Background: an optimization exercise with open tools, aiming at small area, a short achievable clock period and few clock cycles. Do not read the settings as production practice.
At most, simulation tests tie the RTL to the original design; equivalence was not proved.
No activity file was given, so power comes from the tool's default toggle rates.

==> flow/design.v (excerpt) <==
module peak_detector (
    input  wire        clk,
    input  wire        rst,         
    input  wire        in_valid,
    output wire        in_ready,
    input  wire [63:0] in_data,
    input  wire        in_last,
    output reg         done,
    output wire [4:0]  peak_count,
    input  wire [4:0]  rd_idx,
    output wire [14:0] rd_bin,
    output wire [63:0] rd_amp,
    output reg  [14:0] absmax_bin,
    output wire [63:0] absmax_amp
);
    localparam CAP = 20;
    localparam PW  = 24;             
    localparam LW  = 63 - PW;        
    function automatic [1:0] ucmp(input [63:0] x, input [63:0] y);
        reg [63:0] g, p;
        integer i, w;
        begin
            for (i = 0; i < 64; i = i + 1) begin
                g[i] = x[i] & ~y[i];
                p[i] = x[i] | ~y[i];
            end
            for (w = 64; w > 1; w = w / 2)
                for (i = 0; i < w / 2; i = i + 1) begin
                    g[i] = g[2*i+1] | (p[2*i+1] & g[2*i]);
                    p[i] = p[2*i+1] & p[2*i];
                end
            ucmp = {g[0], p[0]};
        end
    endfunction
    function automatic is_nan(input [63:0] x);
        is_nan = (&x[62:52]) && (|x[51:0]);
    endfunction
    reg  [14:0]    cnt;          
    reg  [63:0]    prev1;        
    reg            rising_r;     
    reg  [CAP-1:0] ger;          
    reg  [CAP-1:0] eqr;          
    reg            rdy;
    reg  [4:0]     count;
    reg  [CAP-1:0] vmask;        
    reg  [CAP-1:0] pick;         
    reg            first;        
    reg            tph;          
    reg  [62:0]    amax;
    reg  [62:0]    amp  [0:CAP-1];
    reg  [14:0]    bin  [0:CAP-1];
    reg  [4:0]     rank [0:CAP-1];
    assign in_ready   = rdy;
    assign peak_count = count;
    assign absmax_amp = {1'b0, amax};
    wire beat  = in_valid & rdy;
    wire full  = vmask[CAP-1];
    reg [CAP-1:0] valid, wr19, wfill, gtp, eqp, sel;
    reg [1:0]     c;
  ...
Size: roughly 6300 cells after synthesis, roughly 240 I/O pins.
export LEC_CHECK = 0
export CAP_MARGIN = 20
export CORE_MARGIN = 2
export CORE_UTILIZATION = 65
export CTS_CLUSTER_DIAMETER = 100
export CTS_CLUSTER_SIZE = 22
export GPL_TIMING_DRIVEN = 1
export SETUP_SLACK_MARGIN = 2.0
export SLEW_MARGIN = 45
export TNS_END_PERCENT = 100
create_clock -name core_clock -period 7.5 [get_ports {clk}]
standard.sh (not shown) runs the stock make flow with config.mk's settings and CLKGATE_MAP_FILE= SYNTH_SCRIPT=/design/flow/synth_recipe.tcl, a recipe that flattens the netlist after the stock synthesis.
==> flow/flow/run.sh <==
#!/bin/bash
# Own flow: the standard layout (standard.sh) with three changes:
#  * synthesis maps the combinational logic with an area-oriented ABC script
#    (flow/area.script) and keeps ABC off the complex cells listed in
#    flow/abc_dont_use.txt; registers are mapped exactly as in the standard
#    synthesis (ABC only sees combinational logic);
#  * every port still gets a buffer, but a buf_2 (BUFFER_PORTS_ARGS) that the
#    resizer may size up or down;
#  * the resizer may change a cell's footprint (MATCH_CELL_FOOTPRINT=0), so it
#    can size gates up on critical paths.
# Each tool's output goes to its own log here (synth.log, layout.log and the
# ORFS logs under orfs/logs).
set -euo pipefail
W=$PWD
{
  echo 'proc abc {args} {'
  echo '  set i [lsearch $args -script]'
  echo "  set args [lreplace \$args [expr {\$i+1}] [expr {\$i+1}] $W/flow/area.script]"
  echo "  foreach c {$(cat flow/abc_dont_use.txt | tr '\n' ' ')} { lappend args -dont_use \$c }"
  echo '  yosys abc {*}$args'
  echo '}'
  cat synth_recipe.tcl
} > my_synth.tcl
EXTRA="BUFFER_PORTS_ARGS=\"-buffer_cell sky130_fd_sc_hd__buf_2\" MATCH_CELL_FOOTPRINT=0"
sed -e "s#SYNTH_SCRIPT=[^ ]*#SYNTH_SCRIPT=$W/my_synth.tcl#" \
    -e "s#\"\${@:-finish}\"#$EXTRA \"\${@:-finish}\"#" standard.sh > my_standard.sh
bash my_standard.sh synth > synth.log 2>&1
bash my_standard.sh finish > layout.log 2>&1
==> flow/flow/abc_dont_use.txt <==
sky130_fd_sc_hd__a222oi_1
sky130_fd_sc_hd__a221o_1
sky130_fd_sc_hd__a221o_2
sky130_fd_sc_hd__a221o_4
sky130_fd_sc_hd__a221oi_1
sky130_fd_sc_hd__a221oi_2
sky130_fd_sc_hd__a221oi_4
sky130_fd_sc_hd__a211o_1
sky130_fd_sc_hd__a211o_2
sky130_fd_sc_hd__a211o_4
sky130_fd_sc_hd__a211oi_1
sky130_fd_sc_hd__a211oi_2
sky130_fd_sc_hd__a211oi_4
sky130_fd_sc_hd__a2111oi_0
sky130_fd_sc_hd__a2111o_1
==> flow/flow/area.script <==
&get -n
&st
&dch
&nf -R 10 -a
&put
topo
stime -c
Testbench counts at the start, summed over its fixed seeds: cycles 59,252.
Edit:
- CTS_CLUSTER_DIAMETER: 100 -> 60
- CTS_CLUSTER_SIZE: 22 -> 30
- PLACE_DENSITY: unset -> 0.75
After rerunning: Via count rises by 2.5%; cell count rises by 2.3%; total power rises by 11%; routed wire length rises by 3.5%; setup slack is worse by 0.017 ns; core utilization rises by 2.9 points; critical path depth rises by 4.
Edit:
- PLACE_DENSITY: 0.75 -> unset
- SETUP_SLACK_MARGIN: 2.0 -> 1.6
Clock power increases by a few percent.
Total power increases slightly.
Worst hold slack gets worse by 0.028 ns.
Routed wire length decreases by a few percent.
Via count decreases slightly.
Edit:
- SETUP_SLACK_MARGIN: 1.6 -> 2.2
Effect:
- With this change the flow produced a layout that fails on max-capacitance violations, max-slew violations
- utilization climbs by 2.5 points
- synthesized area is unchanged
- worst hold slack improves by 0.0037 ns

---

## run A
peak_detector, a different RTL version from the one above (not shown whole).
Size: ~1900 flip-flops, about 240 I/O pins, about 0.082 mm2 of cells after synthesis.
Settings: LEC_CHECK=0, CAP_MARGIN=20, CORE_MARGIN=2, CORE_UTILIZATION=65, GPL_TIMING_DRIVEN=1, SETUP_SLACK_MARGIN=2.0, SLEW_MARGIN=20; clock period 7.5 ns.
==> flow/flow/run.sh <==
#!/bin/bash
# Own flow: the standard layout, except that the synthesis maps the
# combinational logic with an area-oriented ABC script (flow/area.script).
# Registers are mapped exactly as in the standard synthesis (ABC only sees
# combinational logic). Each tool's output goes to its own log here.
set -euo pipefail
W=$PWD
{
  echo 'proc abc {args} {'
  echo '  set i [lsearch $args -script]'
  echo "  set args [lreplace \$args [expr {\$i+1}] [expr {\$i+1}] $W/flow/area.script]"
  echo '  yosys abc {*}$args'
  echo '}'
  cat synth_recipe.tcl
} > my_synth.tcl
sed "s#SYNTH_SCRIPT=[^ ]*#SYNTH_SCRIPT=$W/my_synth.tcl#" standard.sh > my_standard.sh
bash my_standard.sh synth > synth.log 2>&1
bash my_standard.sh finish > layout.log 2>&1
==> flow/flow/area.script <==
&get -n
&st
&dch
&nf -R 1000 -a
&put
topo
stime -c
Per the final summary, run A finished and its layout is clean on timing, DRC and antenna.
Edits applied to the flow inputs when going from run A to run B:
Settings: SETUP_SLACK_MARGIN: 2.0 -> 2.5; CORE_UTILIZATION: 65 -> 55; GPL_TIMING_DRIVEN: 1 -> unset.
==> flow/flow/run.sh <==
#!/bin/bash
# Own flow: the standard layout, except that synthesis maps the
# combinational logic with ABC in two parts: the read port's logic (the
# input cone of rd_amp and rd_bin, up to the registers) with the standard
# speed script (flow/speed.script), the rest with an area-oriented script
# (flow/area.script). Registers are mapped exactly as in the standard
# synthesis (ABC only sees combinational logic). Each tool's output goes to
# its own log here.
set -euo pipefail
W=$PWD
{
  echo 'proc abc {args} {'
  echo '  set i [lsearch $args -script]'
  echo "  set sargs [lreplace \$args [expr {\$i+1}] [expr {\$i+1}] $W/flow/speed.script]"
  echo "  set aargs [lreplace \$args [expr {\$i+1}] [expr {\$i+1}] $W/flow/area.script]"
  echo '  yosys select -set rdc o:rd_amp o:rd_bin %cie*'
  echo '  yosys abc {*}$sargs @rdc'
  echo '  yosys abc {*}$aargs'
  echo '}'
  cat synth_recipe.tcl
} > my_synth.tcl
sed "s#SYNTH_SCRIPT=[^ ]*#SYNTH_SCRIPT=$W/my_synth.tcl#" standard.sh > my_standard.sh
bash my_standard.sh synth > synth.log 2>&1
bash my_standard.sh finish > layout.log 2>&1
==> flow/flow/speed.script (new file) <==
&get -n
&st
&dch
&nf
&st
&syn2
&if -g -K 6
&synch2
&nf
&st
&syn2
&if -g -K 6
&synch2
&nf
&st
&syn2
&if -g -K 6
&synch2
&nf
&st
&syn2
&if -g -K 6
&synch2
&nf
&st
&syn2
&if -g -K 6
&synch2
&nf
&put
buffer -c
topo
stime -c
upsize -c
dnsize -c
==> comparison <==
- Changes observed in run B relative to run A: net count of the finished layout went up 687, clock group power went up by about 8%, critical path depth has increased, combinational share of power rose 0.5 points.
- Going from run A to run B, cell total after placement grows by 13%.
- Run B vs run A: max-slew headroom at the worst pin up in run B
- Against run A, number of distinct library cell variants in the gate-level netlist after synthesis in run B rose by more than 10%.
- Compared with run A, run B is hungrier on power.
- Compared with run A, run B instantiates a larger number of standard cells.
The inputs of run C differ from those of run B as listed below.
Settings: SETUP_SLACK_MARGIN: 2.5 -> 2.0; TNS_END_PERCENT: unset -> 10; CORE_UTILIZATION: 55 -> 65; GPL_TIMING_DRIVEN: unset -> 1.
==> flow/flow/run.sh <==
#!/bin/bash
# Own flow: the standard layout, except that synthesis maps the
# combinational logic with an area-oriented ABC script (flow/area.script)
# and keeps ABC off a few complex cells (flow/abc_dont_use.txt) that have no
# stronger sizes, so the resizer can still size the read port's gates.
# Registers are mapped exactly as in the standard synthesis (ABC only sees
# combinational logic). Each tool's output goes to its own log here.
set -euo pipefail
W=$PWD
{
  echo 'proc abc {args} {'
  echo '  set i [lsearch $args -script]'
  echo "  set args [lreplace \$args [expr {\$i+1}] [expr {\$i+1}] $W/flow/area.script]"
  echo "  foreach c {$(cat flow/abc_dont_use.txt | tr '\n' ' ')} { lappend args -dont_use \$c }"
  echo '  yosys abc {*}$args'
  echo '}'
  cat synth_recipe.tcl
} > my_synth.tcl
sed "s#SYNTH_SCRIPT=[^ ]*#SYNTH_SCRIPT=$W/my_synth.tcl#" standard.sh > my_standard.sh
bash my_standard.sh synth > synth.log 2>&1
bash my_standard.sh finish > layout.log 2>&1
==> flow/flow/abc_dont_use.txt (new file) <==
sky130_fd_sc_hd__a222oi_1
sky130_fd_sc_hd__a221o_1
sky130_fd_sc_hd__a221o_2
sky130_fd_sc_hd__a221o_4
sky130_fd_sc_hd__a221oi_1
sky130_fd_sc_hd__a221oi_2
sky130_fd_sc_hd__a221oi_4
sky130_fd_sc_hd__a211o_1
sky130_fd_sc_hd__a211o_2
sky130_fd_sc_hd__a211o_4
sky130_fd_sc_hd__a211oi_1
sky130_fd_sc_hd__a211oi_2
sky130_fd_sc_hd__a211oi_4
sky130_fd_sc_hd__a2111oi_0
sky130_fd_sc_hd__a2111o_1
removed: flow/flow/speed.script
Notes after the runs:
Of run C and run B, run B shows the higher portion of the clock cycle consumed by the worst path in the final layout, with run C below it.
Comparing run C and run B, the higher sequential share of cell area is on run C.
Between run C and run B, it is run C whose relative contribution of sequential cells to total power is higher, by 2.8 points.
Count of non-CTS inverters in the layout in run C is 196 below run B.
On time the final worst path needs with I/O delays and setup: run C sits below run B.
Worst hold slack after final layout in run C vs run B: up 0.0087 ns
Global-route wire length before repair was lower in the run labelled run C.
Going from run B to run C, the fraction of met3 tracks used by global routing was found to have gone up by 3.6 points.
What run D does differently from run C at the input level:
Settings: clearing GPL_TIMING_DRIVEN, which used to be 1; swapping 65 for 50 in CORE_UTILIZATION; swapping 2.0 for 2.5 in SETUP_SLACK_MARGIN; clearing TNS_END_PERCENT, which used to be 10.
==> flow/flow/run.sh <==
#!/bin/bash
# Own flow: the standard layout, except that the synthesis maps the
# combinational logic with an area-oriented ABC script (flow/area.script).
# Registers are mapped exactly as in the standard synthesis (ABC only sees
# combinational logic). Each tool's output goes to its own log here.
set -euo pipefail
W=$PWD
{
  echo 'proc abc {args} {'
  echo '  set i [lsearch $args -script]'
  echo "  set args [lreplace \$args [expr {\$i+1}] [expr {\$i+1}] $W/flow/area.script]"
  echo '  yosys abc {*}$args'
  echo '}'
  cat synth_recipe.tcl
} > my_synth.tcl
sed "s#SYNTH_SCRIPT=[^ ]*#SYNTH_SCRIPT=$W/my_synth.tcl#" standard.sh > my_standard.sh
bash my_standard.sh synth > synth.log 2>&1
bash my_standard.sh finish > layout.log 2>&1
removed: flow/flow/abc_dont_use.txt
## What came out
- Placed wire-length estimate ended up 11000 um higher on run D than on run C.
- The final reports for run D and run C show number of iterations in the first detailed-routing pass higher in the former.
- Run C → run D: portion of total power attributed to the clock network rose 0.4 points, average cell area after synthesis rose about 5%.
- Run comparison: run D worst setup path endpoint rd_amp[47]; run C worst setup path endpoint amp[9][19]
No functional check of the RTL was part of any run of this note.

==> port drivers added, routing unchanged <==
The flow's constraints put no driver on any port. The routed layouts listed below were extracted and timed again, unchanged, in two steps. Step 1 sets driving cells, clkbuf_16 on the clock port and buf_2 on the other inputs (assumed; they add their load-dependent delay and slew). Step 2 times the ports against the registers' clock, not the clock port: input delays grow and output delays shrink by t, the midpoint of the rising clock arrivals with the driver on. a / b / c = no drivers / after step 1 / after step 2; a / b = the first two.
| run | t (ns) | setup WS [ns] | worst setup path after step 2 |
|---|---|---|---|
| the first run of note 1 | 0.845 | 1.809 / 1.750 / 1.049 | input to register |
| the second run of note 1 | 0.904 | 1.792 / 1.699 / 0.811 | input to register |
| the third run of note 1 | 0.893 | 1.397 / 1.365 / 0.725 | input to register |
| the fourth run of note 1 | 0.899 | 2.029 / 1.808 / 1.155 | input to register |
| run A | 0.928 | 1.568 / 1.475 / 1.121 | input to register |
| run B | 0.950 | 1.314 / 1.280 / 1.261 | input to register |
| run C | 0.929 | 1.636 / 1.651 / 0.764 | input to register |
| run D | 0.937 | 1.625 / 1.574 / 1.501 | input to register |
For the second run of note 1, which loses most, drivers alone change the setup slack by -0.093 ns; drivers and shift together by -0.981 ns.
